Source: an optimization exercise on an open RTL-to-GDS flow (aim: small area, a short achievable clock period and few clock cycles). Production flows keep margins and buffers that such runs may drop.
The RTL was checked by simulation tests, not by an equivalence proof against the original design.
No activity file was given, so power comes from the tool's default toggle rates.

[flow/design.v]
module openblt_transport (
    input  wire         clk,
    input  wire         rst,             
    input  wire         cmd_valid,
    output wire         cmd_ready,
    input  wire [15:0]  cmd,
    input  wire [31:0]  arg_len,
    input  wire         dbuf_we,
    input  wire [255:0] dbuf_wdata,      
    output reg  [1:0]   status,
    output wire [31:0]  result,
    output wire [7:0]   pkt_len,
    output wire [255:0] pkt_data,        
    input  wire [31:0]  now_ms,
    input  wire [31:0]  now_tick,
    output reg          pf_rx_req,
    input  wire         pf_rx_valid,
    input  wire [7:0]   pf_rx_data,
    output reg          pf_tx_valid,
    output wire [7:0]   pf_tx_data,
    input  wire         pf_tx_done,
    input  wire         pf_tx_ok,
    output reg          mb_rx_req,
    input  wire         mb_rx_valid,
    input  wire [7:0]   mb_rx_data,
    output reg          mb_tx_valid,
    output reg          mb_tx_last,
    output wire [7:0]   mb_tx_data,
    input  wire         mb_tx_done,
    input  wire         mb_tx_ok,
    output reg          mb_de
);
    localparam [7:0]  NODE_ID       = 8'h01;
    localparam [7:0]  FUNCTION_CODE = 8'h50;
    localparam [31:0] MB_T35        = 32'd403;
    localparam [31:0] PF_TIMEOUT_MS = 32'd100;
    localparam [1:0] ST_OK = 2'd0, ST_RANGE = 2'd1, ST_HW = 2'd2, ST_ILLEGAL = 2'd3;
    localparam [2:0] S_IDLE  = 3'd0,    
                     S_POLL  = 3'd1,    
                     S_BLK   = 3'd2,    
                     S_PFTX  = 3'd3,    
                     S_INIT  = 3'd4,    
                     S_PRE   = 3'd5,    
                     S_MBTX  = 3'd6,    
                     S_POST  = 3'd7;    
    localparam [2:0] F_NODE = 3'd0, F_FC = 3'd1, F_LEN = 3'd2, F_PAY = 3'd3,
                     F_CLO  = 3'd4, F_CHI = 3'd5;
    function [15:0] crc_step;
        input [15:0] c;
        input [7:0]  b;
        integer k;
        reg [15:0] x;
        begin
            x = c ^ {8'h00, b};
            for (k = 0; k < 8; k = k + 1)
                x = x[0] ? ((x >> 1) ^ 16'hA001) : (x >> 1);
            crc_step = x;
        end
    endfunction
    reg        rdy;
    reg [2:0]  state;
    reg        poll_mb;         
    reg [5:0]  n_q;             
    reg        len_ok_q;        
    reg        len_le_q;        
    reg [5:0]  idx;             
    reg [3:0]  maddr;           
    reg [15:0] wq;              
    reg [8:0]  wcnt;            
    reg [2:0]  phase;           
    reg        tx_fail;
    reg [7:0]  txd;             
    reg [15:0] crc_w;           
    reg [15:0] res;             
    reg [5:0]  pkt_len6;        
    reg        pf_init_q;       
    reg        crc_init_q;      
    reg        crc_byte_q;      
    reg [7:0]  imm_q;           
    reg        rxv_q;           
    reg [7:0]  rxd_q;
    reg        pf_a_q, pf_b_q, pf_g_q, mb_a_q, mb_b_q, mb_g_q;
    reg [7:0]  dbuf  [0:31];
    reg [7:0]  pkt   [0:31];
    reg        pf_st;           
    reg [4:0]  pf_cnt;
    reg [5:0]  pf_exp;
    reg [31:0] pf_last_ms;
    reg [7:0]  pf_buf [0:31];
    reg [15:0] crc_reg;
    reg [5:0]  mb_cnt;
    reg        mb_sync;
    reg [31:0] mb_last_tick;
    reg [7:0]  mb_pay [0:31];
    reg        mb_hdr;          
    reg [5:0]  mb_len;          
    reg [7:0]  mb_b1, mb_b2;
    reg [15:0] crc_run;
    reg        mb_ok;           
    integer i;
    assign cmd_ready  = rdy;
    assign result     = {16'd0, res};
    assign pkt_len    = {2'b00, pkt_len6};
    assign pf_tx_data = txd;
    assign mb_tx_data = txd;
    genvar g;
    generate
        for (g = 0; g < 32; g = g + 1) begin : g_pkt
            assign pkt_data[8*g +: 8] = pkt[g];
        end
    endgenerate
    wire       c_acc, c_rdy, c_pf_req, c_mb_req, c_pf_txv, c_mb_de;
    wire       c_pf_init, c_crc_init, c_crc_byte, c_rd, c_t35;
    wire       c_pf_last, c_mb_last, c_len_ok, c_len_le;
    wire [2:0] c_state;
    wire [1:0] c_status;
    openblt_transport_dec u_dec (
        .cmd_valid(cmd_valid), .rdy(rdy), .cmd(cmd), .arg_len(arg_len),
        .pf_rx_valid(pf_rx_valid), .mb_rx_valid(mb_rx_valid),
        .acc(c_acc), .rdy_nx(c_rdy), .state_nx(c_state), .status_nx(c_status),
        .pf_req(c_pf_req), .mb_req(c_mb_req), .pf_txv(c_pf_txv), .mb_de(c_mb_de),
        .pf_init(c_pf_init), .crc_init(c_crc_init), .crc_byte(c_crc_byte),
        .rd(c_rd), .t35(c_t35), .pf_last_we(c_pf_last), .mb_last_we(c_mb_last),
        .len_ok(c_len_ok), .len_le(c_len_le)
    );
    wire [15:0] crc_now = crc_init_q ? 16'hFFFF :
                          crc_byte_q ? crc_step(crc_reg, imm_q) : crc_reg;
    wire [24:0] ms_hi_p1 = pf_last_ms[31:7] + 25'd1;
    wire [7:0]  ms_lim   = {1'b0, pf_last_ms[6:0]} + PF_TIMEOUT_MS[7:0];
    wire pf_a = (now_ms[31:7] == pf_last_ms[31:7]) && ({1'b0, now_ms[6:0]} < ms_lim);
    wire pf_b = (now_ms[31:7] == ms_hi_p1) && ms_lim[7] && (now_ms[6:0] < ms_lim[6:0]);
    wire pf_g = (now_ms[6:0] >= pf_last_ms[6:0]);
    wire [22:0] tk_hi_p1 = mb_last_tick[31:9] + 23'd1;
    wire [9:0]  tk_lim   = {1'b0, mb_last_tick[8:0]} + MB_T35[9:0];
    wire mb_a = (now_tick[31:9] == mb_last_tick[31:9]) && ({1'b0, now_tick[8:0]} < tk_lim);
    wire mb_b = (now_tick[31:9] == tk_hi_p1) && tk_lim[9] && (now_tick[8:0] < tk_lim[8:0]);
    wire mb_g = (now_tick[8:0] >= mb_last_tick[8:0]);
    wire pf_late = !(pf_g_q ? pf_a_q : pf_b_q);
    wire mb_late = !(mb_g_q ? mb_a_q : mb_b_q);
    wire       pf_st1    = pf_st & ~pf_late;
    wire [5:0] pf_cnt_p1 = {1'b0, pf_cnt} + 6'd1;
    wire       pf_start  = rxv_q & ~pf_st1 & (rxd_q >= 8'd1) & (rxd_q <= 8'd32);
    wire       pf_del    = rxv_q & pf_st1 & (pf_cnt_p1 == pf_exp);
    wire       mb_clear  = mb_late & ~mb_sync;
    wire       mb_sync1  = mb_sync & ~mb_late;
    wire       mb_del    = mb_clear & mb_ok;
    wire [5:0] mb_cnt1   = mb_clear ? 6'd0 : mb_cnt;
    wire do_poll = (state == S_POLL);
    wire del_pf  = do_poll & ~poll_mb & pf_del;
    wire del_mb  = do_poll &  poll_mb & mb_del;
    wire [15:0] dword    = {dbuf[{maddr, 1'b1}], dbuf[{maddr, 1'b0}]};
    wire [7:0]  wbyte    = idx[0] ? wq[15:8] : wq[7:0];    
    wire [5:0]  idx_p2   = idx + 6'd2;
    wire        blk_one  = (idx + 6'd1 == n_q);           
    wire [15:0] crc_w_nx = crc_step(crc_w, txd);
    reg [31:0] pk_en_pf, pk_en_mb;
    always @(*) begin
        for (i = 0; i < 32; i = i + 1) begin
            pk_en_pf[i] = del_pf && i < pf_exp;
            pk_en_mb[i] = del_mb && i < mb_len;
        end
    end
    always @(posedge clk) begin
        if (dbuf_we && rdy)
            for (i = 0; i < 32; i = i + 1)
                dbuf[i] <= dbuf_wdata[8*i +: 8];
        if (rdy) begin
            pf_buf[pf_cnt] <= pf_rx_data;
            if (mb_cnt >= 6'd3 && mb_cnt <= 6'd34)
                mb_pay[mb_cnt - 6'd3] <= mb_rx_data;
        end
        for (i = 0; i < 32; i = i + 1)
            pkt[i] <= ({8{pk_en_pf[i]}} & pf_buf[i]) | ({8{pk_en_mb[i]}} & mb_pay[i]) |
                      ({8{~(pk_en_pf[i] | pk_en_mb[i])}} & pkt[i]);
        pkt_len6 <= ({6{del_pf}} & pf_exp) | ({6{del_mb}} & mb_len) |
                    ({6{~(del_pf | del_mb)}} & pkt_len6);
    end
    always @(posedge clk) begin
        rxv_q  <= cmd[13] ? mb_rx_valid : pf_rx_valid;
        rxd_q  <= cmd[13] ? mb_rx_data  : pf_rx_data;
        pf_a_q <= pf_a;
        pf_b_q <= pf_b;
        pf_g_q <= pf_g;
        mb_a_q <= mb_a;
        mb_b_q <= mb_b;
        mb_g_q <= mb_g;
        imm_q  <= cmd[7:0];
    end
    always @(posedge clk) begin
        if (rst)
            mb_ok <= 1'b0;
        else
            mb_ok <= mb_hdr && ({1'b0, mb_len} + 7'd5 == {1'b0, mb_cnt}) &&
                     (crc_run == {mb_b1, mb_b2});
    end
    always @(posedge clk) begin
        if (c_pf_last)
            pf_last_ms <= now_ms;
        if (c_mb_last)
            mb_last_tick <= now_tick;
    end
    always @(posedge clk) begin
        if (rst) begin
            rdy         <= 1'b1;
            state       <= S_IDLE;
            status      <= ST_OK;
            res         <= 16'd0;
            pf_st       <= 1'b0;
            pf_cnt      <= 5'd0;
            pf_init_q   <= 1'b0;
            crc_init_q  <= 1'b0;
            crc_byte_q  <= 1'b0;
            crc_reg     <= 16'hFFFF;
            mb_cnt      <= 6'd0;
            mb_sync     <= 1'b0;
            mb_hdr      <= 1'b0;
            mb_de       <= 1'b0;
            pf_rx_req   <= 1'b0;
            mb_rx_req   <= 1'b0;
            pf_tx_valid <= 1'b0;
            mb_tx_valid <= 1'b0;
            mb_tx_last  <= 1'b0;
        end else begin
            pf_init_q  <= c_pf_init;
            crc_init_q <= c_crc_init;
            crc_byte_q <= c_crc_byte;
            if (pf_init_q) begin
                pf_st  <= 1'b0;
                pf_cnt <= 5'd0;
            end
            if (state != S_BLK)
                crc_reg <= crc_now;
            case (state)
            S_IDLE: begin
                n_q      <= arg_len[5:0];
                len_ok_q <= c_len_ok;
                len_le_q <= c_len_le;
                idx      <= 6'd0;
                maddr    <= 4'd1;
                wq       <= (dbuf_we ? dbuf_wdata[15:0] : {dbuf[1], dbuf[0]});
                txd      <= cmd[13] ? NODE_ID : arg_len[7:0];
                phase    <= F_NODE;
                crc_w    <= 16'hFFFF;
                tx_fail  <= 1'b0;
                wcnt     <= 9'd0;
                poll_mb  <= cmd[13];
                rdy         <= c_rdy;
                state       <= c_state;
                pf_rx_req   <= c_pf_req;
                mb_rx_req   <= c_mb_req;
                pf_tx_valid <= c_pf_txv;
                mb_de       <= c_mb_de;
                if (c_acc)
                    status <= c_status;
                if (c_rd)
                    res <= crc_now;
                if (c_t35)
                    res <= MB_T35[15:0];
            end
            S_POLL: begin
                rdy       <= 1'b1;
                state     <= S_IDLE;
                pf_rx_req <= 1'b0;
                mb_rx_req <= 1'b0;
                if (!poll_mb) begin
                    res <= {15'd0, pf_del};
                    if (!rxv_q) begin
                        pf_st <= pf_st1;
                        if (!pf_st1)
                            pf_cnt <= 5'd0;
                    end else if (!pf_st1) begin
                        pf_st  <= pf_start;
                        pf_cnt <= 5'd0;
                        pf_exp <= rxd_q[5:0];
                    end else if (pf_del) begin
                        pf_st  <= 1'b0;
                        pf_cnt <= 5'd0;
                    end else
                        pf_cnt <= pf_cnt + 5'd1;
                end else begin
                    res <= {15'd0, mb_del};
                    if (!rxv_q || mb_sync1) begin
                        mb_cnt  <= mb_cnt1;
                        mb_sync <= mb_sync1;
                    end else if (mb_cnt1 == 6'd37) begin
                        mb_cnt  <= 6'd0;
                        mb_sync <= 1'b1;
                    end else begin
                        mb_cnt  <= mb_cnt1 + 6'd1;
                        mb_sync <= 1'b0;
                        mb_b1   <= rxd_q;
                        mb_b2   <= mb_b1;
                        crc_run <= (mb_cnt1 < 6'd2) ? 16'hFFFF : crc_step(crc_run, mb_b2);
                        if (mb_cnt1 == 6'd0)
                            mb_hdr <= (rxd_q == NODE_ID);
                        if (mb_cnt1 == 6'd1)
                            mb_hdr <= mb_hdr & (rxd_q == FUNCTION_CODE);
                        if (mb_cnt1 == 6'd2) begin
                            mb_hdr <= mb_hdr & (rxd_q[7:6] == 2'b00) & (rxd_q != 8'd0);
                            mb_len <= rxd_q[5:0];
                        end
                    end
                end
            end
            S_BLK: begin
                if (len_ok_q)
                    crc_reg <= blk_one ? crc_step(crc_reg, wq[7:0])
                                       : crc_step(crc_step(crc_reg, wq[7:0]), wq[15:8]);
                idx   <= idx_p2;
                wq    <= dword;
                maddr <= maddr + 4'd1;
                if (!len_ok_q || blk_one || idx_p2 == n_q) begin
                    status <= len_le_q ? ST_OK : ST_RANGE;
                    rdy    <= 1'b1;
                    state  <= S_IDLE;
                end
            end
            S_PFTX: if (pf_tx_done) begin
                if (!pf_tx_ok || idx == n_q) begin
                    pf_tx_valid <= 1'b0;
                    status      <= pf_tx_ok ? ST_OK : ST_HW;
                    rdy         <= 1'b1;
                    state       <= S_IDLE;
                end else begin
                    txd <= wbyte;
                    idx <= idx + 6'd1;
                    if (idx[0]) begin
                        wq    <= dword;
                        maddr <= maddr + 4'd1;
                    end
                end
            end
            S_INIT: begin
                mb_cnt  <= 6'd0;
                mb_sync <= 1'b0;
                if (mb_rx_valid)
                    wcnt <= 9'd0;
                else if (wcnt == MB_T35[8:0]) begin
                    mb_rx_req <= 1'b0;
                    rdy       <= 1'b1;
                    state     <= S_IDLE;
                end else
                    wcnt <= wcnt + 9'd1;
            end
            S_PRE: begin
                wcnt <= wcnt + 9'd1;
                if (wcnt[2:0] == 3'd4) begin
                    mb_tx_valid <= 1'b1;
                    state       <= S_MBTX;
                end
            end
            S_MBTX: if (mb_tx_done) begin
                if (!mb_tx_ok || phase == F_CHI) begin
                    mb_tx_valid <= 1'b0;
                    mb_tx_last  <= 1'b0;
                    tx_fail     <= !mb_tx_ok;
                    wcnt        <= 9'd0;
                    state       <= S_POST;
                end else begin
                    if (phase != F_CLO)
                        crc_w <= crc_w_nx;
                    case (phase)
                    F_NODE: begin txd <= FUNCTION_CODE; phase <= F_FC; end
                    F_FC:   begin txd <= {2'b00, n_q};  phase <= F_LEN; end
                    F_CLO:  begin txd <= crc_w[15:8];   phase <= F_CHI; mb_tx_last <= 1'b1; end
                    default: begin  
                        phase <= F_PAY;
                        if (idx == n_q) begin
                            txd   <= crc_w_nx[7:0];
                            phase <= F_CLO;
                        end else begin
                            txd <= wbyte;
                            idx <= idx + 6'd1;
                            if (idx[0]) begin
                                wq    <= dword;
                                maddr <= maddr + 4'd1;
                            end
                        end
                    end
                    endcase
                end
            end
            S_POST: begin
                wcnt <= wcnt + 9'd1;
                if (wcnt[1:0] == 2'd2) begin
                    mb_de  <= 1'b0;
                    status <= tx_fail ? ST_HW : ST_OK;
                    rdy    <= 1'b1;
                    state  <= S_IDLE;
                end
            end
            default: begin
                rdy   <= 1'b1;
                state <= S_IDLE;
            end
            endcase
        end
    end
endmodule
module openblt_transport_dec (
    input  wire        cmd_valid,
    input  wire        rdy,
    input  wire [15:0] cmd,
    input  wire [31:0] arg_len,
    input  wire        pf_rx_valid,
    input  wire        mb_rx_valid,
    output wire        acc,          
    output wire        rdy_nx,
    output wire [2:0]  state_nx,
    output wire [1:0]  status_nx,    
    output wire        pf_req,
    output wire        mb_req,
    output wire        pf_txv,
    output wire        mb_de,
    output wire        pf_init,
    output wire        crc_init,
    output wire        crc_byte,
    output wire        rd,           
    output wire        t35,          
    output wire        pf_last_we,   
    output wire        mb_last_we,   
    output wire        len_ok,       
    output wire        len_le        
);
    wire       imm0 = (cmd[7:0] == 8'h00);
    wire [7:0] hi   = cmd[15:8];
    assign acc = cmd_valid & rdy;
    wire d_pf_init  = imm0 && hi == 8'h10;
    wire d_pf_tx    = imm0 && hi == 8'h11;
    wire d_pf_poll  = imm0 && hi == 8'h12;
    wire d_crc_init = imm0 && hi == 8'h20;
    wire d_crc_byte = hi == 8'h21;
    wire d_crc_read = imm0 && hi == 8'h22;
    wire d_crc_blk  = imm0 && hi == 8'h23;
    wire d_mb_init  = imm0 && hi == 8'h30;
    wire d_mb_tx    = imm0 && hi == 8'h31;
    wire d_mb_poll  = imm0 && hi == 8'h32;
    wire d_t35      = imm0 && hi == 8'h33;
    wire d_legal    = d_pf_init | d_pf_tx | d_pf_poll | d_crc_init | d_crc_byte |
                      d_crc_read | d_crc_blk | d_mb_init | d_mb_tx | d_mb_poll | d_t35;
    wire len_hi0  = (arg_len[31:6] == 26'd0);
    assign len_le = len_hi0 && (!arg_len[5] || arg_len[4:0] == 5'd0);
    assign len_ok = len_le && (arg_len[5:0] != 6'd0);
    wire go_poll = acc & (d_pf_poll | d_mb_poll);
    wire go_blk  = acc & d_crc_blk;
    wire go_pftx = acc & d_pf_tx & len_ok;
    wire go_mbtx = acc & d_mb_tx & len_ok;
    wire go_init = acc & d_mb_init;
    assign rdy_nx    = !(go_poll | go_blk | go_pftx | go_mbtx | go_init);
    assign state_nx  = {go_init | go_mbtx, go_blk | go_pftx, go_poll | go_pftx | go_mbtx};
    assign status_nx = !d_legal ? 2'd3 : ((d_pf_tx | d_mb_tx) & !len_ok) ? 2'd1 : 2'd0;
    assign pf_req    = acc & d_pf_poll;
    assign mb_req    = acc & (d_mb_poll | d_mb_init);
    assign pf_txv    = go_pftx;
    assign mb_de     = go_mbtx;
    assign pf_init   = acc & d_pf_init;
    assign crc_init  = acc & d_crc_init;
    assign crc_byte  = acc & d_crc_byte;
    assign rd        = acc & d_crc_read;
    assign t35       = acc & d_t35;
    assign pf_last_we = acc & d_pf_poll & pf_rx_valid;
    assign mb_last_we = acc & d_mb_poll & mb_rx_valid;
endmodule
[flow/flow/run.sh]
#!/bin/bash
set -euo pipefail
export BUFFER_PORTS_ARGS="-buffer_cell sky130_fd_sc_hd__buf_1"
export SETUP_SLACK_MARGIN="${FLOW_SETUP_MARGIN:-6.6}"
bash standard.sh > standard.log 2>&1
[flow/standard.sh]
#!/bin/bash
# synth_recipe.tcl (not shown) runs the flow's synth.tcl, then flattens the netlist and writes it again
# the make line also repeats each setting of config.mk as NAME=value (left out here)
make -C /OpenROAD-flow-scripts/flow DESIGN_CONFIG=/design/flow/config.mk WORK_HOME=/design/flow/orfs CLKGATE_MAP_FILE= SYNTH_SCRIPT=/design/flow/synth_recipe.tcl "${@:-finish}"
[flow/config.mk]
export PLATFORM = sky130hd
export DESIGN_NAME = openblt_transport
export DESIGN_NICKNAME = openblt_transport
export VERILOG_FILES = /design/flow/design.v
export SDC_FILE = /design/flow/constraint.sdc
export NUM_CORES = 4
export LEC_CHECK = 0
export CAP_MARGIN = 20
export CORE_MARGIN = 2
export CORE_UTILIZATION = 60
export CTS_CLUSTER_DIAMETER = 80
export CTS_CLUSTER_SIZE = 30
export SLEW_MARGIN = 20
[flow/constraint.sdc]
create_clock -name core_clock -period 10.0 [get_ports {clk}]
set_input_delay 2.0000 -clock core_clock [delete_from_list [all_inputs] [get_ports {clk}]]
set_output_delay 2.0000 -clock core_clock [all_outputs]
set_load 0.01 [all_outputs]
==> flow_summary.ini, run 1 <==
[drt]
routed-wl-met3_mm = 12.3
routed_wl_mm = 147
postRouteAntennaNets = 0
vias_per_cell = 5.97
detail_route.first_pass.iterations = 6
routedWlPerCell_um = 24.9
detail_route.drc_violations = 0
drt_first_iter_violations = 3548
vias = 35200
routedLengthMet1_mm = 56.9
routed.top_layer = met5
dr_wl_met2_mm = 72.6

[synthesis]
synth_xor_area_share_pct = 4.17
synth_edf_count = 948
yosys_register_bits = 1295
ys.warnings.count = 3
post_synth_arst_share_pct = 0
netlist_instances = 4028
synth-adder-area-share_pct = 1.39
synthTopCellsByCount = edfxtp_1 (948), nand2_1 (665), dfxtp_1 (347)
yosysSeqAreaShare_pct = 69.0
synth.top_cell.area_share_pct = 55.5
combinational_family_with_the_most_area_after_synthesis = simple AND/OR/NAND/NOR gates
ys_top_cells_by_area = edfxtp_1 (55%), dfxtp_1 (14%), a22oi_1 (5.0%)
postSynth.topFlopCell = edfxtp_1
synth-compound-area-share_pct = 10.6
synth_simple_gate_area_share_pct = 11.9
syn_area_per_cell_sq_um = 12.7
number_of_distinct_library_cells_after_synthesis = 79
yosys.cell_count.top_type = edfxtp_1
synth_largest_area_cell = edfxtp_1
share_of_cell_area_taken_by_muxes_after_synthesis_pct = 1.09
syn-cell-area_sq_mm = 0.0513

[die]
top_level_pins = 715
die_area_sq_mm = 0.0879
start_util_pct = 60.4
die_y_um = 296
die-width_um = 296
core_area_sq_mm = 0.0850
num_rows = 107

[clock_tree]
cts-buffers-inserted = 54
post_cts_hold_fix_bufs = 0
cts-htree-levels = 2
cts_buffer_depth = 3
root_buffer = clkbuf_16
clkSlewWorstSetupHoldPaths_ns = 0.11
cts_tree = done
clock_insertion_delay_worst_skew_ns = 0.67
numClockSinks = 1295

[power]
ir_drop_mv = 0.171
internal_power_mw = 7.06
power.combinational.fraction_pct = 4.7
pwr_per_cell_area_mw_per_mm2 = 157
share_clk_of_total_power_pct = 30.4
p_seq_share_pct = 64.9
power.share.switching_pct = 22.0
power.switching_mw = 1.99
static-leakage-power_nw = 19.8

[worst_setup_path]
rr_worst_depth = 10
reg2reg_slack_ns = 6.77
worstSetupStartpointType = input port
cp_data_arrival_time_ns = 4.00
cp-end-kind = flip-flop
r2r-start = pf_cnt[2]
timing.rr.end = pkt[6][6]
cp_data_required_time_ns = 10.57
path_max_fanout = 5
timing_worst_setup_path_type = input port to flip-flop

[global_route]
grt_pass1_wl_mm = 209
first_global_vias = 32100
grtUsageTotal_pct = 32.6
global_route.overflow_total = 0
grt_max_degree = 92
initial_antenna_violation_count = 28

[timing]
layout_worst_path_cycle_share_pct = 34.3
fin_hold_ws_ns = 0.439
timing.final.max_slew_violations = 0
worst_max_slew_margin_expressed_relative_to_the_limit_pct = 12.9
grt_setup_unrepaired = true
achievable-frequency_mhz = 292
final-hold-violation-count = 0
fin_crit_ns = 3.43
fin_worst_skew_ns = 0.0325
setup_tns_ns = 0
setup_viol = 0
tightestPinTransition_ns = 1.30

[finish]
final_layout_size_suffix_gt1_share_pct = 6.23
design.final.nets = 5144
layout_overhead_on_the_synthesized_area_pct = 12.3

[placed_design]
dp.final_hpwl_mm = 102
place.port_buffers = 696
place_congestion = 0.941

[run_status]
status = no timing/DRC/antenna violations

[hold_path]
hold_path.class = flip-flop to flip-flop
whs_endpoint = pkt[8][3]
worst_hold_path.num_cells = 2
hp-start = pkt[8][3]

[flow_run]
max_cap_viol_count = 0
-- per-stage QoR --
step                      power (mW)  area (sq um)  cells  setup WS (ns)  utilization [%]
after CTS                       9.07         57000   5869           6.44             67.1
after global routing            9.30         57600   5897           6.49             67.7
after global placement          6.41         55200   5762           5.38             65.0
final                           9.05         57600   5902           6.57             67.7
after floorplan                 6.20         51600   4045           5.62                -
after detailed placement        6.41         55200   5762           5.31             65.0
-- power by group through the flow --
| stage | Sequential [mW] | Combinational (mW) | Clock, mW |
|---|---|---|---|
| CTS | 5.88 | 0.416 | 2.78 |
| global placement | 6.00 | 0.405 | 0 |
| detailed placement | 6.00 | 0.409 | 0 |
| global route | 5.89 | 0.454 | 2.96 |
| finish | 5.88 | 0.422 | 2.75 |
| floorplan | 5.98 | 0.222 | 0 |
-- cell families after synthesis --
logic type,count (synthesis)
adder cells (fa/ha/maj),57
other,1
AO/OA/AOI/OAI,772
AND/OR/NAND/NOR,1376
flip-flops,1295
multiplexers,54
XOR/XNOR,243
buffers and inverters,230
-- worst max-delay path by stage --
stage               depth (start not counted)  slack (ns)     endpoint  startpoint
floorplan                                   2        5.62   dbuf[0][0]     dbuf_we
finish                                     10        6.57       pf_b_q  now_ms[13]
CTS                                        10        6.44   pkt[26][3]   pf_cnt[2]
global placement                            3        5.38  dbuf[29][2]     dbuf_we
detailed placement                          3        5.31  dbuf[17][2]     dbuf_we
global route                               10        6.49       pf_b_q  now_ms[15]
-- routing by layer --
| layer | vias up | track usage, % |
|---|---|---|
| met1 | 17100 | 44.2 |
| met4 | 22 | 10.8 |
| met3 | 262 | 5.01 |
| li1 | 16200 | - |
| met5 | - | 0 |
| met2 | 1669 | 54.3 |
-- worst max-delay path, cell delays in order --
cell and delay (ns):
buf_2 0.13, xor2_4 0.20, xnor2_1 0.14, nor3_1 0.19, a31oi_1 0.06, o32ai_1 0.15
a21oi_1 0.10, or3_1 0.36, or4_1 0.51, nor4_2 0.17
-- placed cells by master, fill, tap and decap left out, types with 20 or more instances in the layout --
| cell type | count |
|---|---|
| or3_1 | 21 |
| nand2b_1 | 37 |
| diode_2 | 20 |
| ha_1 | 56 |
| nand2_1 | 662 |
| buf_1 | 670 |
| clkbuf_1 | 26 |
| xor2_1 | 77 |
| nand3_1 | 55 |
| a21oi_1 | 133 |
| nor2b_1 | 27 |
| o21ai_0 | 54 |
| nor2_1 | 318 |
| edfxtp_1 | 948 |
| mux2i_1 | 41 |
| dfxtp_1 | 342 |
| clkbuf_16 | 54 |
| xnor2_1 | 162 |
| a22oi_1 | 339 |
| inv_1 | 62 |
| nor3_1 | 48 |
| nor4_1 | 24 |
| buf_4 | 52 |
| clkbuf_2 | 21 |
| nand4_1 | 44 |
-- cell type report --
cell class / count / area, sq um
Timing Repair Buffer: 755 / 3150
Multi-Input combinational cell: 2523 / 15600
Clock inverter: 20 / 246
Tap cell: 1144 / 1430
Inverter: 64 / 240
Fill cell: 6507 / 27400
Antenna cell: 20 / 50.0
Sequential cell: 1295 / 35400
Clock buffer: 81 / 1460
-- repair_timing --
item | in CTS | in global routing
cloned | 2 | 3
gates resized for setup | 17 | 86
buffers inserted | 4 | 10
pin swaps | 2 | 9
setup endpoints to repair | 332 | 495
Testbench counts, summed over its fixed seeds: cycles 67,156.
==> inputs of run 2 (changes only) <==
--- a/flow/design.v
+++ b/flow/design.v
@@ -71,3 +71,4 @@
     reg        tx_fail;
-    reg [7:0]  txd;             
+    reg [7:0]  pf_txd;          
+    reg [7:0]  mb_txd;          
     reg [15:0] crc_w;           
@@ -81,3 +82,2 @@
     reg [7:0]  rxd_q;
-    reg        pf_a_q, pf_b_q, pf_g_q, mb_a_q, mb_b_q, mb_g_q;
     reg [7:0]  dbuf  [0:31];
@@ -103,4 +103,4 @@
     assign pkt_len    = {2'b00, pkt_len6};
-    assign pf_tx_data = txd;
-    assign mb_tx_data = txd;
+    assign pf_tx_data = pf_txd;
+    assign mb_tx_data = mb_txd;
     genvar g;
@@ -116,2 +116,5 @@
     wire [1:0] c_status;
+    wire [15:0] c_res;
+    wire [15:0] crc_now = crc_init_q ? 16'hFFFF :
+                          crc_byte_q ? crc_step(crc_reg, imm_q) : crc_reg;
     openblt_transport_dec u_dec (
@@ -119,2 +122,3 @@
         .pf_rx_valid(pf_rx_valid), .mb_rx_valid(mb_rx_valid),
+        .status(status), .res(res), .crc_now(crc_now), .res_nx(c_res),
         .acc(c_acc), .rdy_nx(c_rdy), .state_nx(c_state), .status_nx(c_status),
@@ -125,16 +129,27 @@
     );
-    wire [15:0] crc_now = crc_init_q ? 16'hFFFF :
-                          crc_byte_q ? crc_step(crc_reg, imm_q) : crc_reg;
     wire [24:0] ms_hi_p1 = pf_last_ms[31:7] + 25'd1;
     wire [7:0]  ms_lim   = {1'b0, pf_last_ms[6:0]} + PF_TIMEOUT_MS[7:0];
-    wire pf_a = (now_ms[31:7] == pf_last_ms[31:7]) && ({1'b0, now_ms[6:0]} < ms_lim);
-    wire pf_b = (now_ms[31:7] == ms_hi_p1) && ms_lim[7] && (now_ms[6:0] < ms_lim[6:0]);
-    wire pf_g = (now_ms[6:0] >= pf_last_ms[6:0]);
+    wire [6:0]  pf_t;       
+    assign pf_t[0] = (now_ms[31:20] == pf_last_ms[31:20]);
+    assign pf_t[1] = (now_ms[19:7]  == pf_last_ms[19:7]);
+    assign pf_t[2] = ({1'b0, now_ms[6:0]} < ms_lim);
+    assign pf_t[3] = (now_ms[31:20] == ms_hi_p1[24:13]);
+    assign pf_t[4] = (now_ms[19:7]  == ms_hi_p1[12:0]);
+    assign pf_t[5] = ms_lim[7] && (now_ms[6:0] < ms_lim[6:0]);
+    assign pf_t[6] = (now_ms[6:0] >= pf_last_ms[6:0]);
     wire [22:0] tk_hi_p1 = mb_last_tick[31:9] + 23'd1;
     wire [9:0]  tk_lim   = {1'b0, mb_last_tick[8:0]} + MB_T35[9:0];
-    wire mb_a = (now_tick[31:9] == mb_last_tick[31:9]) && ({1'b0, now_tick[8:0]} < tk_lim);
-    wire mb_b = (now_tick[31:9] == tk_hi_p1) && tk_lim[9] && (now_tick[8:0] < tk_lim[8:0]);
-    wire mb_g = (now_tick[8:0] >= mb_last_tick[8:0]);
-    wire pf_late = !(pf_g_q ? pf_a_q : pf_b_q);
-    wire mb_late = !(mb_g_q ? mb_a_q : mb_b_q);
+    wire [6:0]  mb_t;
+    assign mb_t[0] = (now_tick[31:20] == mb_last_tick[31:20]);
+    assign mb_t[1] = (now_tick[19:9]  == mb_last_tick[19:9]);
+    assign mb_t[2] = ({1'b0, now_tick[8:0]} < tk_lim);
+    assign mb_t[3] = (now_tick[31:20] == tk_hi_p1[22:11]);
+    assign mb_t[4] = (now_tick[19:9]  == tk_hi_p1[10:0]);
+    assign mb_t[5] = tk_lim[9] && (now_tick[8:0] < tk_lim[8:0]);
+    assign mb_t[6] = (now_tick[8:0] >= mb_last_tick[8:0]);
+    reg [6:0] pf_t_q, mb_t_q;
+    wire pf_late = !(pf_t_q[6] ? (pf_t_q[0] & pf_t_q[1] & pf_t_q[2])
+                               : (pf_t_q[3] & pf_t_q[4] & pf_t_q[5]));
+    wire mb_late = !(mb_t_q[6] ? (mb_t_q[0] & mb_t_q[1] & mb_t_q[2])
+                               : (mb_t_q[3] & mb_t_q[4] & mb_t_q[5]));
     wire       pf_st1    = pf_st & ~pf_late;
@@ -154,3 +169,3 @@
     wire        blk_one  = (idx + 6'd1 == n_q);           
-    wire [15:0] crc_w_nx = crc_step(crc_w, txd);
+    wire [15:0] crc_w_nx = crc_step(crc_w, mb_txd);
     reg [31:0] pk_en_pf, pk_en_mb;
@@ -180,8 +195,4 @@
         rxd_q  <= cmd[13] ? mb_rx_data  : pf_rx_data;
-        pf_a_q <= pf_a;
-        pf_b_q <= pf_b;
-        pf_g_q <= pf_g;
-        mb_a_q <= mb_a;
-        mb_b_q <= mb_b;
-        mb_g_q <= mb_g;
+        pf_t_q <= pf_t;
+        mb_t_q <= mb_t;
         imm_q  <= cmd[7:0];
@@ -195,2 +206,21 @@
     end
+    wire pft_idle = (state == S_IDLE);
+    wire pft_ld   = (state == S_PFTX) & pf_tx_done & pf_tx_ok;
+    wire mbt_idle = (state == S_IDLE);
+    wire mbt_ld   = (state == S_MBTX) & mb_tx_done & mb_tx_ok;
+    reg [7:0] mb_next;
+    always @(*) begin
+        case (phase)
+        F_NODE:  mb_next = FUNCTION_CODE;
+        F_FC:    mb_next = {2'b00, n_q};
+        F_CLO:   mb_next = crc_w[15:8];
+        default: mb_next = (idx == n_q) ? crc_w_nx[7:0] : wbyte;
+        endcase
+    end
+    always @(posedge clk) begin
+        pf_txd <= ({8{pft_idle}} & arg_len[7:0]) | ({8{pft_ld}} & wbyte) |
+                  ({8{~(pft_idle | pft_ld)}} & pf_txd);
+        mb_txd <= ({8{mbt_idle}} & NODE_ID) | ({8{mbt_ld}} & mb_next) |
+                  ({8{~(mbt_idle | mbt_ld)}} & mb_txd);
+    end
     always @(posedge clk) begin
@@ -240,3 +270,2 @@
                 wq       <= (dbuf_we ? dbuf_wdata[15:0] : {dbuf[1], dbuf[0]});
-                txd      <= cmd[13] ? NODE_ID : arg_len[7:0];
                 phase    <= F_NODE;
@@ -252,8 +281,4 @@
                 mb_de       <= c_mb_de;
-                if (c_acc)
-                    status <= c_status;
-                if (c_rd)
-                    res <= crc_now;
-                if (c_t35)
-                    res <= MB_T35[15:0];
+                status <= c_status;
+                res    <= c_res;
             end
@@ -324,3 +349,2 @@
                 end else begin
-                    txd <= wbyte;
                     idx <= idx + 6'd1;
@@ -362,12 +386,10 @@
                     case (phase)
-                    F_NODE: begin txd <= FUNCTION_CODE; phase <= F_FC; end
-                    F_FC:   begin txd <= {2'b00, n_q};  phase <= F_LEN; end
-                    F_CLO:  begin txd <= crc_w[15:8];   phase <= F_CHI; mb_tx_last <= 1'b1; end
+                    F_NODE: phase <= F_FC;
+                    F_FC:   phase <= F_LEN;
+                    F_CLO:  begin phase <= F_CHI; mb_tx_last <= 1'b1; end
                     default: begin  
                         phase <= F_PAY;
-                        if (idx == n_q) begin
-                            txd   <= crc_w_nx[7:0];
+                        if (idx == n_q)
                             phase <= F_CLO;
-                        end else begin
-                            txd <= wbyte;
+                        else begin
                             idx <= idx + 6'd1;
@@ -406,2 +428,6 @@
     input  wire        mb_rx_valid,
+    input  wire [1:0]  status,
+    input  wire [15:0] res,
+    input  wire [15:0] crc_now,      
+    output wire [15:0] res_nx,       
     output wire        acc,          
@@ -450,3 +476,5 @@
     assign state_nx  = {go_init | go_mbtx, go_blk | go_pftx, go_poll | go_pftx | go_mbtx};
-    assign status_nx = !d_legal ? 2'd3 : ((d_pf_tx | d_mb_tx) & !len_ok) ? 2'd1 : 2'd0;
+    assign status_nx = !acc ? status :
+                       !d_legal ? 2'd3 : ((d_pf_tx | d_mb_tx) & !len_ok) ? 2'd1 : 2'd0;
+    assign res_nx    = rd ? crc_now : t35 ? 16'd403 : res;
     assign pf_req    = acc & d_pf_poll;
==> flow/flow/run.sh (replaced) <==
#!/bin/bash
set -euo pipefail
export BUFFER_PORTS_ARGS="-buffer_cell sky130_fd_sc_hd__buf_1"
export SETUP_SLACK_MARGIN="${FLOW_SETUP_MARGIN:-6.7}"
bash standard.sh > standard.log 2>&1
--- a/flow/config.mk
+++ b/flow/config.mk
@@ -9,3 +9,3 @@
 export CORE_MARGIN = 2
-export CORE_UTILIZATION = 60
+export CORE_UTILIZATION = 50
 export CTS_CLUSTER_DIAMETER = 80
@@ -13 +13,2 @@
 export SLEW_MARGIN = 20
+export SYNTH_HIERARCHICAL = 1
==> run 2 against run 1 <==
  * Still clean
  * Count of clock-buffer cells in the layout up 4
  * Synthesized cell count up 1.0%
  * Sequential power up 0.9%
  * Worst hold slack better by 0.0052 ns
  * Register-to-register slack better by 0.02 ns
  * Total power up 4.1%
  * Worst setup slack worse by 0.17 ns
  * Die area up 22%
  * Design area up 3.5%
  * Maximum frequency down 4.6%
  * Critical path depth down 1
  * Flip-flop and latch count up 16
  * Largest cell class unchanged
==> flow_summary.ini, run 2 <==
[run_status]
status = no timing/DRC/antenna violations

[clock_tree]
clock_insertion_delay_worst_skew_ns = 0.72
cts-htree-levels = 2
cts-buffers-inserted = 58
cts_tree = done
cts_buffer_depth = 3
numClockSinks = 1311
root_buffer = clkbuf_16
clkSlewWorstSetupHoldPaths_ns = 0.11
post_cts_hold_fix_bufs = 0

[power]
power.share.switching_pct = 22.7
internal_power_mw = 7.29
power.switching_mw = 2.14
p_seq_share_pct = 62.9
ir_drop_mv = 0.183
fin_total_pwr_mw = 9.43
static-leakage-power_nw = 21.0
share_clk_of_total_power_pct = 32.3
pwr_per_cell_area_mw_per_mm2 = 158
power.combinational.fraction_pct = 4.8

[synthesis]
syn_area_per_cell_sq_um = 12.8
syn-cell-area_sq_mm = 0.0522
netlist_instances = 4069
ys.warnings.count = 9

[timing]
tightestPinTransition_ns = 1.13
layout_worst_path_cycle_share_pct = 36.0
grt_setup_unrepaired = true
fin_crit_ns = 3.60
fin_worst_skew_ns = 0.0480
timing.final.max_slew_violations = 0
worst_max_slew_margin_expressed_relative_to_the_limit_pct = 24.1
achievable-frequency_mhz = 278
setup_viol = 0
fin_hold_ws_ns = 0.444
setup_tns_ns = 0
final-hold-violation-count = 0

[worst_setup_path]
path_max_fanout = 3
cp_data_arrival_time_ns = 4.24
reg2reg_slack_ns = 6.79
r2r-start = maddr[2]
timing.rr.end = wq[3]
rr_worst_depth = 7
cp_data_required_time_ns = 10.64
critical_path.max_stage_delay_ns = 0.53
timing_worst_setup_path_type = input port to flip-flop
crit_slowest_cell = or4_4
crit_chain = buf_6 > or4_4 > or3_4 > a2111o_1 > o31ai_1 > nand2_1 > a21oi_2 > a31oi_1 > a21oi_1
worstSetupStartpoint = arg_len[1]
worstSetupStartpointType = input port
cp-end-kind = flip-flop

[drt]
routed_wl_mm = 152
postRouteAntennaNets = 0
drt_first_iter_violations = 3138
vias_per_cell = 5.66
detail_route.drc_violations = 0
detail_route.first_pass.iterations = 6
vias = 35100
routedWlPerCell_um = 24.6

[die]
die_area_sq_mm = 0.107
num_rows = 118
start_util_pct = 50.4
die_y_um = 327
core_area_sq_mm = 0.103
die-width_um = 327
top_level_pins = 715

[finish]
final_common_cell = edfxtp_1
design_area_sq_mm = 0.0596
multi_input_comb_area_sq_mm = 0.0162
final.fill_count = 8730
layout_overhead_on_the_synthesized_area_pct = 14.2
final_layout_size_suffix_gt1_share_pct = 13.1
seqCellArea_sq_mm = 0.0358
design.final.nets = 5218
layout_common_cells = edfxtp_1 (940), nand2_1 (684), buf_1 (530)

[global_route]
initial_antenna_violation_count = 7
global_route.overflow_total = 0
grt_max_degree = 87
grt_pass1_wl_mm = 221
first_global_vias = 33700
grtUsageTotal_pct = 27.7

[hold_path]
worst_hold_path.num_cells = 2
hp-start = pkt[2][6]
hold_path.class = flip-flop to flip-flop
whs_endpoint = pkt[2][6]

[placed_design]
place_congestion = 0.861
placedInstanceArea_sq_mm = 0.0564
dp.final_hpwl_mm = 103
place.port_buffers = 696

[flow_run]
max_cap_viol_count = 0
[run 2: power by group through the flow]
stage          Clock (mW)  Sequential, mW  Combinational [mW]
6_report             3.05            5.93               0.452
5_1_grt              3.27            5.94               0.490
4_1_cts              3.09            5.93               0.451
3_5_place_dp            0            6.06               0.444
3_3_place_gp            0            6.06               0.442
2_1_floorplan           0            6.04               0.241
[run 2: worst max path at each step]
stage,end
floorplan,dbuf[0][0]
global placement,dbuf[18][6]
detailed placement,dbuf[26][6]
CTS,state[1]
global route,state[1]
finish,state[1]
[run 2: worst max-delay path, delay by kind of cell]
| family | cells | cell delay [ns] |
|---|---|---|
| buffers and inverters | 1 | 0.09 |
| AND/OR/NAND/NOR | 3 | 1.02 |
| AO/OA/AOI/OAI | 5 | 1.12 |
[run 2: metrics by stage]
step,cells,utilization (%),worst slack [ns]
2_1_floorplan,4086,-,5.65
3_5_place_dp,6041,54.5,5.19
6_report,6202,57.6,6.40
3_3_place_gp,6041,54.5,5.24
5_1_grt,6198,57.6,6.33
4_1_cts,6165,57.0,6.57
[run 2: per-layer routing]
metal	wire, um	vias to the layer above	GRT usage (%)
met3	10500	238	4.42
met1	60500	17100	35.9
li1	-	16400	-
met2	75400	1380	47.6
met5	47	-	0
met4	5820	6	9.32
[run 2: layout make-up]
| class | instances | area share, % |
|---|---|---|
| clock buffer | 85 | 2.78 |
| tap | 1380 | 2.90 |
| antenna | 5 | 0.0210 |
| clock inverter | 25 | 0.575 |
| multi-input combinational | 2560 | 27.1 |
| inverter | 53 | 0.334 |
| sequential | 1311 | 60.1 |
| timing repair buffer | 783 | 6.17 |
[run 2: what timing repair did]
action / 4_1_cts / 5_1_grt
resized for setup: 252 / 123
gates cloned: 4 / 0
buffers inserted: 10 / 32
setup endpoints to repair: 661 / 484
pin swaps: 7 / 9
Testbench counts of run 2, summed over its fixed seeds: cycles 67,156.
==> inputs of run 3 (changes only) <==
--- a/flow/config.mk
+++ b/flow/config.mk
@@ -9,3 +9,3 @@
 export CORE_MARGIN = 2
-export CORE_UTILIZATION = 50
+export CORE_UTILIZATION = 60
 export CTS_CLUSTER_DIAMETER = 80
==> run 3 against run 2 <==
  * Design area decreased by 1.4%
  * Register-to-register slack got worse by 0.06 ns
  * Via count increased by 1.9%
  * Non-clock buffer count increased by 1
  * Cell count decreased by 3.5%
  * Critical path type unchanged
  * Highest routed layer unchanged
  * Combinational power about the same
  * Utilization increased by 10 points
  * Synthesized cell count unchanged
  * Flip-flop and latch count unchanged
  * Largest power group unchanged
  * Sequential share of layout area increased by 0.63 points
  * Critical path depth unchanged
  * Maximum frequency increased by 1.7%
==> flow_summary.ini, run 3 <==
[run_status]
status = no timing/DRC/antenna violations

[timing]
worst_max_slew_margin_expressed_relative_to_the_limit_pct = 5.96
grt_setup_unrepaired = true
layout_worst_path_cycle_share_pct = 35.4
setup_viol = 0
setup_tns_ns = 0
final-hold-violation-count = 0
achievable-frequency_mhz = 283
timing.final.max_slew_violations = 0
fin_worst_skew_ns = 0.0303
fin_crit_ns = 3.54
tightestPinTransition_ns = 1.40

[synthesis]
syn_area_per_cell_sq_um = 12.8
ys.warnings.count = 9
syn-cell-area_sq_mm = 0.0522
netlist_instances = 4069

[placed_design]
dp.final_hpwl_mm = 103
place_congestion = 0.898
place.port_buffers = 696

[worst_setup_path]
worst_path_dominant_cell_family = compound AO/OA/AOI/OAI gates
path_max_fanout = 4
crit_chain = buf_6 > or4_4 > or3_4 > a2111o_1 > o31ai_2 > nand2_1 > a21oi_2 > a31oi_1 > a21oi_1
cp-end-kind = flip-flop
worstSetupStartpointType = input port
cp_data_required_time_ns = 10.59
timing.critical_path.buf_inv = 1
rr_worst_depth = 4
critical_path.max_stage_delay_ns = 0.55
crit_slowest_cell = or4_4
critical_path_cell_count = 9
timing_worst_setup_path_type = input port to flip-flop
cp_data_arrival_time_ns = 4.13

[flow_run]
max_cap_viol_count = 0

[global_route]
grt_pass1_wl_mm = 217
met1_usage_pct = 42.7
grt_max_degree = 100
first_global_vias = 33300
global_route.overflow_total = 0
most_used_layer_global_route = met2
gr-usage-met2_pct = 55.4
global_route_met3_utilization_pct = 5.13
initial_antenna_violation_count = 27
grtUsageTotal_pct = 32.8

[die]
die_area_sq_mm = 0.0894
core_area_sq_mm = 0.0865
die-width_um = 299
start_util_pct = 60.4
top_level_pins = 715
num_rows = 108
die_y_um = 299

[power]
ir_drop_mv = 0.156
internal_power_mw = 7.16
power.switching_mw = 2.00
share_clk_of_total_power_pct = 30.3
power.share.switching_pct = 21.8
p_seq_share_pct = 64.7
power.combinational.fraction_pct = 5.0
static-leakage-power_nw = 20.5
pwr_per_cell_area_mw_per_mm2 = 156

[clock_tree]
cts_tree = done
post_cts_hold_fix_bufs = 0
cts-htree-levels = 2
clkSlewWorstSetupHoldPaths_ns = 0.11
numClockSinks = 1311
root_buffer = clkbuf_16
cts-buffers-inserted = 53
cts_buffer_depth = 3
clock_insertion_delay_worst_skew_ns = 0.68

[hold_path]
worst_hold_path.num_cells = 2
hold_path.class = flip-flop to flip-flop

[finish]
design.final.nets = 5216
layout_common_cells = edfxtp_1 (940), nand2_1 (684), buf_1 (619)
core_util_final_pct = 68.0
final_common_cell = edfxtp_1
final_layout_size_suffix_gt1_share_pct = 9.59
layout_overhead_on_the_synthesized_area_pct = 12.6

[drt]
detail_route.drc_violations = 0
vias = 35800
drt_first_iter_violations = 4123
postRouteAntennaNets = 0
detail_route.first_pass.iterations = 6
vias_per_cell = 5.98
routedWlPerCell_um = 25.2
routed_wl_mm = 151
run 3: through the flow:
| step | instance area, sq um | cells | setup WS [ns] | hold slack, ns | power [mW] |
|---|---|---|---|---|---|
| 2_1_floorplan | 52400 | 4086 | 5.65 | 0.424 | 6.28 |
| 3_3_place_gp | 56100 | 5816 | 5.41 | 0.429 | 6.49 |
| 3_5_place_dp | 56100 | 5816 | 5.40 | 0.433 | 6.50 |
| 4_1_cts | 58200 | 5926 | 6.49 | 0.449 | 9.18 |
| 5_1_grt | 58800 | 5985 | 6.43 | 0.459 | 9.41 |
| 6_report | 58800 | 5985 | 6.46 | 0.446 | 9.16 |
run 3: routing by layer:
layer  share of wire (%)  vias to the layer above
met2                  50                     1682
met4                 4.5                       10
met3                 8.0                      278
li1                    -                    16400
met5               0.040                        -
met1                  38                    17400
run 3: final cells by class:
type | instances | area [sq um]
Antenna cell | 21 | 52.6
Tap cell | 1155 | 1450
Fill cell | 6492 | 27700
Clock buffer | 84 | 1540
Inverter | 53 | 199
Sequential cell | 1311 | 35700
Multi-Input combinational cell | 2562 | 16200
Clock inverter | 15 | 158
Timing Repair Buffer | 784 | 3480
run 3: tightest hold or removal path: stages (launching register included):
cell	delay [ns]
dfxtp_1	0.33
nand2_1	0.05
nand2_1	0.04
run 3: power by group through the flow:
stage	registers [mW]	clock network [mW]	logic (mW)
floorplan	6.04	0	0.241
CTS	5.93	2.80	0.450
detailed placement	6.06	0	0.443
finish	5.93	2.78	0.454
global route	5.94	2.99	0.487
global placement	6.05	0	0.439
run 3: final timing paths:
path	start	to	slack [ns]
worst max-delay path	arg_len[1]	state[1]	6.46
worst min-delay path	pkt[8][0]	pkt[8][0]	0.45
worst max register to register	mb_cnt[4]	mb_pay[14][3]	6.73
worst min register to register	pkt[8][0]	pkt[8][0]	0.45
run 3: timing repair:
action,4_1_cts,5_1_grt
pin swaps,8,9
setup endpoints to repair,476,428
resized for setup,108,69
buffers inserted,6,37
gates cloned,5,1
==> inputs of run 4 (changes only) <==
--- a/flow/config.mk
+++ b/flow/config.mk
@@ -13,2 +13 @@
 export SLEW_MARGIN = 20
-export SYNTH_HIERARCHICAL = 1
==> run 4 against run 3 <==
  * Highest routed layer unchanged
  * Die area decreased by 0.28%
  * Critical path type unchanged
  * Clock skew increased by 0.0061 ns
  * Largest cell class unchanged
  * Critical path depth unchanged
  * Clock power hardly changed
  * Maximum frequency up 7.1%
  * Non-clock buffer count decreased by 4
  * Global-route usage up 0.088 points
  * Area after synthesis is 0.29% lower
  * Sequential share of layout area is 0.35 points higher
  * Sequential power about the same
==> flow_summary.ini, run 4 <==
[die]
die_area_sq_mm = 0.0891
die-width_um = 299
num_rows = 108
top_level_pins = 715
die_y_um = 299
start_util_pct = 60.3
core_area_sq_mm = 0.0863

[synthesis]
number_of_distinct_library_cells_after_synthesis = 87
yosys.cell_count.top_type = edfxtp_1
netlist_instances = 4077
syn_area_per_cell_sq_um = 12.8
postSynth.topFlopCell = edfxtp_1
syn-cell-area_sq_mm = 0.0521
synth.top_cell.area_share_pct = 54.2
yosysSeqAreaShare_pct = 68.5
ys.warnings.count = 3
post_synth_arst_share_pct = 0
synthTopCellsByCount = edfxtp_1 (940), nand2_1 (680), dfxtp_1 (371)
synth_largest_area_cell = edfxtp_1
yosys_register_bits = 1311
ys_top_cells_by_area = edfxtp_1 (54%), dfxtp_1 (14%), nand2_1 (4.9%)
synth_edf_count = 940

[global_route]
global_route.overflow_total = 0
grt_pass1_wl_mm = 218
grt_max_degree = 106
initial_antenna_violation_count = 32
grtUsageTotal_pct = 32.9
first_global_vias = 33700

[timing]
grt_setup_unrepaired = true
layout_worst_path_cycle_share_pct = 33.0
post-route-worst-setup-slack_ns = 6.70
setup_viol = 0
fin_crit_ns = 3.30
worst_max_slew_margin_expressed_relative_to_the_limit_pct = 18.4
fin_hold_ws_ns = 0.445
fin_worst_skew_ns = 0.0365
setup_tns_ns = 0
tightestPinTransition_ns = 1.22
final-hold-violation-count = 0
achievable-frequency_mhz = 303
timing.final.max_slew_violations = 0

[clock_tree]
cts_tree = done
cts-htree-levels = 2
clkSlewWorstSetupHoldPaths_ns = 0.11
cts-buffers-inserted = 53
cts_buffer_depth = 3
root_buffer = clkbuf_16
numClockSinks = 1311
clock_insertion_delay_worst_skew_ns = 0.67

[power]
power.share.switching_pct = 21.7
p_seq_share_pct = 65.1
ir_drop_mv = 0.149
fin_total_pwr_mw = 9.11
power.switching_mw = 1.98
static-leakage-power_nw = 20.4
pwr_per_cell_area_mw_per_mm2 = 156
internal_power_mw = 7.13
share_clk_of_total_power_pct = 30.2
power.combinational.fraction_pct = 4.7

[placed_design]
dp.final_hpwl_mm = 105
setup_slack_placement_ns = 5.30
place.port_buffers = 696
place_congestion = 0.941

[finish]
final_layout_size_suffix_gt1_share_pct = 8.19
layout_overhead_on_the_synthesized_area_pct = 12.2
final.fill_count = 6583
core_util_final_pct = 67.7
seqCellArea_sq_mm = 0.0357
multi_input_comb_area_sq_mm = 0.0159
layout_common_cells = edfxtp_1 (940), nand2_1 (679), buf_1 (626)
final_common_cell = edfxtp_1
design.final.nets = 5230

[worst_setup_path]
worstSetupStartpointType = input port
crit_slowest_cell = or4_4
cp_data_required_time_ns = 10.59
critPathMostFrequentCell = or4_4
timing_worst_setup_path_type = input port to flip-flop
path_max_fanout = 5
crit_chain = clkbuf_2 > or4_4 > nor3_4 > nor4_4 > buf_4 > and2_4 > or4_4 > a21oi_2 > a211o_1
critical_path.max_stage_delay_ns = 0.56
cp_data_arrival_time_ns = 3.90
reg2reg_slack_ns = 6.88
cp-end-kind = flip-flop
worst_path_dominant_cell_family = simple AND/OR/NAND/NOR gates
timing.critical_path.buf_inv = 2

[drt]
drt_first_iter_violations = 3790
vias_per_cell = 5.97
postRouteAntennaNets = 0
detail_route.first_pass.iterations = 9
routed_wl_mm = 151
vias = 35800
routedWlPerCell_um = 25.2
detail_route.drc_violations = 0

[flow_run]
max_cap_viol_count = 0

[run_status]
status = no timing/DRC/antenna violations

[hold_path]
hold_path.class = flip-flop to flip-flop
[run 4: worst paths after layout]
| check | start | to | cells past startpoint |
|---|---|---|---|
| worst max-delay path | arg_len[2] | rdy | 9 |
| worst min-delay path | pkt[15][4] | pkt[15][4] | 2 |
| worst max register to register | state[1] | pkt[8][3] | 8 |
| worst min register to register | pkt[15][4] | pkt[15][4] | 2 |
[run 4: per-stage QoR]
step / instance area, sq um / instances
floorplan: 52400 / 4094
global placement: 56100 / 5843
detailed placement: 56100 / 5843
CTS: 58100 / 5961
global route: 58400 / 5999
finish: 58400 / 6004
[run 4: tightest hold or removal path: stages (launching register included)]
cell	delay, ns
dfxtp_1	0.32
nand2_1	0.05
nand2_1	0.04
[run 4: repair_timing]
action / 4_1_cts / 5_1_grt
gates cloned: 4 / 1
hold buffers: 0 / 0
resized for setup: 70 / 40
pin swaps: 11 / 10
buffers inserted: 15 / 16
setup endpoints to repair: 411 / 315
[run 4: layout make-up]
type                            count  share of cell area (%)
Tap cell                         1155                    2.47
Timing Repair Buffer              780                    5.91
Clock inverter                     14                   0.278
Sequential cell                  1311                    61.1
Inverter                           63                   0.405
Clock buffer                       85                    2.58
Multi-Input combinational cell   2570                    27.2
Antenna cell                       26                   0.111
[run 4: power by group through the flow]
stage	Combinational (mW)	Clock (mW)	Sequential, mW
after floorplan	0.228	0	6.04
after global placement	0.415	0	6.06
final	0.430	2.75	5.93
after global routing	0.461	2.95	5.94
after CTS	0.423	2.77	5.93
after detailed placement	0.417	0	6.06
[run 4: per-layer routing]
| metal | track usage, % | up-vias | wire length (um) |
|---|---|---|---|
| met5 | 0 | - | 113 |
| met4 | 11.8 | 18 | 6060 |
| met3 | 5.37 | 259 | 13100 |
| met2 | 55.8 | 1730 | 74500 |
| met1 | 43.2 | 17400 | 57600 |
| li1 | - | 16400 | - |
[run 4: cell families (layout without fill, tap and decap cells)]
logic type | Yosys count | after routing | synth area share, %
buf+inv | 217 | 942 | 1.73
compound gates | 803 | 803 | 10.9
other cells | 1 | 44 | 0.00720
fa+ha+maj | 57 | 57 | 1.37
mux | 77 | 77 | 1.63
flops | 1311 | 1311 | 68.5
simple gates | 1369 | 1373 | 11.6
xor+xnor | 242 | 242 | 4.18
==> inputs of run 5 (changes only) <==
--- a/flow/config.mk
+++ b/flow/config.mk
@@ -10,4 +10,4 @@
 export CORE_UTILIZATION = 60
-export CTS_CLUSTER_DIAMETER = 80
-export CTS_CLUSTER_SIZE = 30
+export CTS_CLUSTER_DIAMETER = 60
+export CTS_CLUSTER_SIZE = 20
 export SLEW_MARGIN = 20
==> run 5 against run 4 <==
  * Flip-flop and latch count unchanged
  * Cell count up 1.1%
  * Via count up 0.82%
  * Total power up 12%
  * Worst hold slack worse by 0.011 ns
  * Register-to-register slack about the same
  * Count of clock-buffer cells in the layout up 36
  * Non-clock buffer count up 1
  * Critical path depth unchanged
==> flow_summary.ini, run 5 <==
[run_status]
status = no timing/DRC/antenna violations

[drt]
detail_route.first_pass.iterations = 6
drt_first_iter_violations = 3934
vias_per_cell = 5.95
detail_route.drc_violations = 0
postRouteAntennaNets = 0
routed_wl_mm = 152
vias = 36100
routedWlPerCell_um = 25.1

[timing]
tightestPinTransition_ns = 1.04
setup_viol = 0
timing.final.max_slew_violations = 0
worst_max_slew_margin_expressed_relative_to_the_limit_pct = 30.0
setup_tns_ns = 0
post-route-worst-setup-slack_ns = 6.70
fin_crit_ns = 3.30
grt_setup_unrepaired = true
layout_worst_path_cycle_share_pct = 33.0
final-hold-violation-count = 0
fin_worst_skew_ns = 0.0508
achievable-frequency_mhz = 303

[global_route]
grt_max_degree = 106
grt_pass1_wl_mm = 220
global_route.overflow_total = 0
first_global_vias = 34200
initial_antenna_violation_count = 32
grtUsageTotal_pct = 33.4

[synthesis]
synthTopCellsByCount = edfxtp_1 (940), nand2_1 (680), dfxtp_1 (371)
netlist_instances = 4077
syn-cell-area_sq_mm = 0.0521
yosysSeqAreaShare_pct = 68.5
synth_largest_area_cell = edfxtp_1
yosys.cell_count.top_type = edfxtp_1
yosys_register_bits = 1311
postSynth.topFlopCell = edfxtp_1
syn_area_per_cell_sq_um = 12.8
synth.top_cell.area_share_pct = 54.2
post_synth_arst_share_pct = 0
synth_edf_count = 940
ys_top_cells_by_area = edfxtp_1 (54%), dfxtp_1 (14%), nand2_1 (4.9%)
ys.warnings.count = 3
number_of_distinct_library_cells_after_synthesis = 87

[clock_tree]
root_buffer = clkbuf_16
clock_insertion_delay_worst_skew_ns = 0.69
cts_buffer_depth = 3
cts_tree = done
post_cts_hold_fix_bufs = 0
cts-htree-levels = 3
clkSlewWorstSetupHoldPaths_ns = 0.08
cts-buffers-inserted = 90
numClockSinks = 1311

[worst_setup_path]
path_max_fanout = 4
cp-end-kind = flip-flop
critical_path.max_stage_delay_ns = 0.55
cp_data_required_time_ns = 10.63
timing_worst_setup_path_type = input port to flip-flop
worstSetupStartpointType = input port
crit_chain = buf_6 > or4_4 > nor3_4 > nor4_4 > buf_4 > and2_4 > or4_4 > a21oi_2 > a211o_1
cp_data_arrival_time_ns = 3.93
critPathMostFrequentCell = or4_4
crit_slowest_cell = or4_4

[placed_design]
place_congestion = 0.941
dp.final_hpwl_mm = 105
place.port_buffers = 696
setup_slack_placement_ns = 5.30

[finish]
design.final.nets = 5268
final_layout_size_suffix_gt1_share_pct = 9.73
layout_overhead_on_the_synthesized_area_pct = 14.9
final_common_cell = edfxtp_1
layout_common_cells = edfxtp_1 (940), nand2_1 (679), buf_1 (622)
core_util_final_pct = 69.3
final.fill_count = 6434

[die]
num_rows = 108
start_util_pct = 60.3
die_y_um = 299
core_area_sq_mm = 0.0863
die_area_sq_mm = 0.0891
die-width_um = 299
top_level_pins = 715

[power]
power.share.switching_pct = 22.3
pwr_per_cell_area_mw_per_mm2 = 171
share_clk_of_total_power_pct = 37.8
static-leakage-power_nw = 21.1
power.switching_mw = 2.28
power.combinational.fraction_pct = 4.2
internal_power_mw = 7.95
ir_drop_mv = 0.157
p_seq_share_pct = 58.0

[flow_run]
max_cap_viol_count = 0

[hold_path]
hold_path.class = flip-flop to flip-flop
[run 5: metal layers]
metal / share of wire (%) / GRT usage (%) / vias to the layer above
met5: 0.085 / 0 / -
met4: 4.4 / 14.0 / 20
met3: 8.1 / 5.97 / 314
met2: 49 / 55.7 / 1572
met1: 38 / 43.3 / 17600
li1: - / - / 16600
[run 5: layout make-up]
type / count / area (sq um) / area share [%]
diodes: 24 / 60.1 / 0.100
clock buffers: 121 / 2470 / 4.13
clock inverters: 46 / 562 / 0.939
inverters: 63 / 236 / 0.395
multi-input cells: 2570 / 15900 / 26.5
flip-flops and latches: 1311 / 35700 / 59.6
well taps: 1155 / 1450 / 2.42
repair buffers: 781 / 3480 / 5.82
[run 5: repair_timing]
action                                  CTS  global route
cloned                                    4             1
pin swaps                                14            12
buffers inserted                         17            15
endpoints found under the setup margin  420           260
gates resized for setup                  85            32
[run 5: critical path: cells and delay by family]
family / cells / cell delay [ns]
buffers and inverters: 2 / 0.26
AOI/OAI and AO/OA: 2 / 0.24
and+or+nand+nor: 5 / 1.42
[run 5: metrics by stage]
stage / std cells / total power, mW / hold slack, ns / cell area (sq um)
final: 6071 / 10.2 / 0.434 / 59800
after global routing: 6067 / 10.5 / 0.455 / 59800
after CTS: 6031 / 10.3 / 0.431 / 59500
after detailed placement: 5843 / 6.48 / 0.432 / 56100
after global placement: 5843 / 6.47 / 0.428 / 56100
after floorplan: 4094 / 6.27 / 0.432 / 52400
[run 5: power by group through the flow]
stage                     sequential, mW  combinational, mW  clock [mW]
final                               5.93              0.431        3.87
after global routing                5.94              0.462        4.09
after CTS                           5.93              0.424        3.89
after detailed placement            6.06              0.417           0
after global placement              6.06              0.415           0
after floorplan                     6.04              0.228           0
[run 5: final timing paths]
path | cells after the start | slack [ns] | end | startpoint
hold reg to reg | 2 | 0.43 | pkt[31][3] | mb_pay[31][3]
setup / recovery | 9 | 6.70 | rdy | arg_len[3]
hold / removal | 2 | 0.43 | pkt[31][3] | mb_pay[31][3]
setup reg to reg | 8 | 6.87 | pkt[8][3] | state[2]
[run 5: kinds of logic (layout without fill, tap and decap cells)]
kind of cell | Yosys count | in the layout | share of synthesized area, %
DFF | 1311 | 1311 | 68.5
AOI/OAI and AO/OA | 803 | 803 | 10.9
xor gates and xnor gates | 242 | 242 | 4.18
buffers and inverters | 217 | 1011 | 1.73
muxes | 77 | 77 | 1.63
adders and majority gates | 57 | 57 | 1.37
and+or+nand+nor | 1369 | 1373 | 11.6
other | 1 | 42 | 0.00720

[port drivers added, routing unchanged]
The results above use ideal ports. As a check the final layouts listed here were re-extracted and re-timed, cells and wires unchanged. Step 1, drivers: a clkbuf_16 drives clk and a buf_2 each remaining input, both assumed. Step 2 times the ports against the registers' clock, not the clock port: input delays grow and output delays shrink by t, the midpoint of the rising clock arrivals with the driver on. Three values: ideal ports, drivers, drivers and shift; two values: the first two.
| run | t, ns | setup WS [ns] | worst hold slack (ns) | slew at the worst register clock pin (ns) | pins driven straight from the clock port |
|---|---|---|---|---|---|
| run 1 | 0.718 | 6.570 / 6.563 / 5.898 | 0.439 / 0.439 / 0.439 | 0.11 / 0.11 | 1 |
| run 2 | 0.770 | 6.404 / 6.441 / 5.671 | 0.444 / 0.444 / 0.444 | 0.12 / 0.12 | 1 |
| run 3 | 0.740 | 6.463 / 6.406 / 5.763 | 0.446 / 0.446 / 0.446 | 0.12 / 0.12 | 1 |
| run 4 | 0.716 | 6.696 / 6.642 / 6.019 | 0.445 / 0.445 / 0.445 | 0.12 / 0.12 | 1 |
| run 5 | 0.734 | 6.700 / 6.647 / 5.990 | 0.434 / 0.434 / 0.434 | 0.09 / 0.09 | 1 |
After both steps every run listed still meets setup and hold. For run 2, which loses most, drivers alone change the setup slack by +0.037 ns; drivers and shift together by -0.733 ns.
